From an optimization exercise on the open Yosys and OpenROAD flow, aimed at small area, a short achievable clock period and few clock cycles per item; shortcuts taken in it are not production practice.
Where RTL was checked, it was by simulation tests only, not by an equivalence proof against the original.

==> flow/design.v <==
module nn_fmul (
    input  wire [7:0] a,
    input  wire [7:0] b,
    output wire [7:0] y
);
    wire signed [15:0] p = $signed(a) * $signed(b);
    wire [10:0] q = p[10:0] + {8'd0, {3{a[7] ^ b[7]}}};
    assign y = q[10:3];
endmodule
module nn_fwd_unit #(
    parameter D = 4,
    parameter H = 8
) (
    input  wire                         clk,
    input  wire                         rst,
    input  wire                         start,
    input  wire [8*D-1:0]               x,
    input  wire [H*(8*D+8)+8*H+7:0]     w_in,
    output wire                         ready,
    output wire                         done,
    output wire [7:0]                   pred
);
    localparam NB = 8 * D + 8;
    localparam NW = H * NB + 8 * H + 8;
    reg             v1, v2, v3;
    reg [8*D-1:0]   xr;
    reg [NW-1:0]    wr;
    reg [7*H-1:0]   hr;          
    reg [8*H+7:0]   wo_r;         
    reg [7:0]       pred_r;
    wire [7*H-1:0] h;
    genvar gk, gi;
    generate
        for (gk = 0; gk < H; gk = gk + 1) begin : g_hid
            wire [7:0] prod [0:D-1];
            wire [7:0] part [0:D];
            assign part[0] = wr[NW - (gk+1)*NB +: 8];
            for (gi = 0; gi < D; gi = gi + 1) begin : g_in
                nn_fmul u_mul (
                    .a(wr[NW - (gk+1)*NB + 8*(D-gi) +: 8]),
                    .b(xr[8*(D-1-gi) +: 8]),
                    .y(prod[gi])
                );
                assign part[gi+1] = part[gi] + prod[gi];
            end
            wire [7:0] z = part[D];
            assign h[7*gk +: 7] = z[7] ? 7'd0 : z[6:0];
        end
    endgenerate
    wire [7:0] oprod [0:H-1];
    wire [7:0] opart [0:H];
    assign opart[0] = wo_r[7:0];
    generate
        for (gk = 0; gk < H; gk = gk + 1) begin : g_outn
            nn_fmul u_mul (.a(wo_r[8*(H-gk) +: 8]), .b({1'b0, hr[7*gk +: 7]}), .y(oprod[gk]));
            assign opart[gk+1] = opart[gk] + oprod[gk];
        end
    endgenerate
    always @(posedge clk) begin
        if (rst) begin
            v1 <= 1'b0;
            v2 <= 1'b0;
            v3 <= 1'b0;
        end else begin
            v1 <= start;
            v2 <= v1;
            v3 <= v2;
        end
        xr     <= x;
        wr     <= w_in;
        hr     <= h;
        wo_r    <= wr[8*H+7:0];
        pred_r <= opart[H];
    end
    assign ready = 1'b1;
    assign done  = v3;
    assign pred  = pred_r;
endmodule
Settings: LEC_CHECK=0, CAP_MARGIN=20, CORE_MARGIN=2, CORE_UTILIZATION=40, SLEW_MARGIN=20; clock period 25.0 ns.
run.sh (not shown) runs the stock make flow with config.mk's settings and CLKGATE_MAP_FILE= SYNTH_SCRIPT=/design/flow/synth_recipe.tcl, a recipe that flattens the netlist after the stock synthesis.
Edit:
==> flow/design.v (replaced) <==
module nn_fmul (
    input  wire [7:0] a,
    input  wire [7:0] b,
    output wire [7:0] y
);
    wire [7:0]  ma = a[7] ? (~a + 8'd1) : a;    
    wire [7:0]  mb = b[7] ? (~b + 8'd1) : b;
    wire [15:0] p  = ma * mb;
    wire [7:0]  r  = p[10:3];
    assign y = (a[7] ^ b[7]) ? (~r + 8'd1) : r;
endmodule
module nn_fwd_unit #(
    parameter D = 4,
    parameter H = 8
) (
    input  wire                         clk,
    input  wire                         rst,
    input  wire                         start,
    input  wire [8*D-1:0]               x,
    input  wire [H*(8*D+8)+8*H+7:0]     w_in,
    output wire                         ready,
    output wire                         done,
    output wire [7:0]                   pred
);
    localparam NB = 8 * D + 8;               
    localparam NW = H * NB + 8 * H + 8;      
    reg             busy;        
    reg [8*D-1:0]   xr;
    reg [NW-1:0]    wr;
    reg             done_r;
    reg [7:0]       pred_r;
    wire [7:0] h [0:H-1];
    genvar gk, gi;
    generate
        for (gk = 0; gk < H; gk = gk + 1) begin : g_hid
            wire [7:0] prod [0:D-1];
            wire [7:0] part [0:D];
            assign part[0] = wr[NW - (gk+1)*NB +: 8];            
            for (gi = 0; gi < D; gi = gi + 1) begin : g_in
                nn_fmul u_mul (
                    .a(wr[NW - (gk+1)*NB + 8*(D-gi) +: 8]),
                    .b(xr[8*(D-1-gi) +: 8]),
                    .y(prod[gi])
                );
                assign part[gi+1] = part[gi] + prod[gi];
            end
            wire [7:0] z = part[D];
            assign h[gk] = (~z[7] && z != 8'd0) ? z : 8'd0;
        end
    endgenerate
    wire [7:0] oprod [0:H-1];
    wire [7:0] opart [0:H];
    assign opart[0] = wr[7:0];
    generate
        for (gk = 0; gk < H; gk = gk + 1) begin : g_outn
            nn_fmul u_mul (.a(wr[8*(H-gk) +: 8]), .b(h[gk]), .y(oprod[gk]));
            assign opart[gk+1] = opart[gk] + oprod[gk];
        end
    endgenerate
    always @(posedge clk) begin
        if (rst) begin
            busy   <= 1'b0;
            done_r <= 1'b0;
        end else begin
            busy   <= start;
            done_r <= busy;
        end
        if (start) begin
            xr <= x;
            wr <= w_in;
        end
        pred_r <= opart[H];
    end
    assign ready = 1'b1;
    assign done  = done_r;
    assign pred  = pred_r;
endmodule
Result:
- count of clock-buffer cells in the layout went down by 27
- die area went up by 3.9%
- worst hold slack improves by 0.12 ns
- core utilization went down by 0.44 points
- global-route usage went up by 2.6 points
- area after synthesis went up by about 4%
- non-clock buffer count went up by 48
- first-iteration DRC count went up by about 50%
- final cell count went up by 7.6%
Testbench counts after the change, summed over its fixed seeds: cycles 3,216, items 3,200.
No functional check of the RTL was part of the first run of this note.

## what the ideal ports hide
In the flow no input, the clock included, has a driving cell. The finished layouts below were timed again as built, in two steps. Step 1, drivers: a clkbuf_16 drives clk and a buf_2 each remaining input, both assumed. Step 2 moves the port delays by t, midway between the first and last clock arrival at a register: inputs arrive t later, outputs are due t later. That takes back most of the time a late clock gives input paths. Three values: ideal, step 1, step 2; two values: the first two.
run | shift t [ns] | slack for setup (ns) | hold slack, ns | slew at the worst register clock pin (ns)
the first run | 0.828 | 16.666 / 16.666 / 16.666 | 0.327 / 0.327 / 0.327 | 0.07 / 0.07
the second run | 0.783 | 5.493 / 5.493 / 5.493 | 0.451 / 0.451 / 0.451 | 0.08 / 0.08
After both steps every run listed still meets setup and hold.
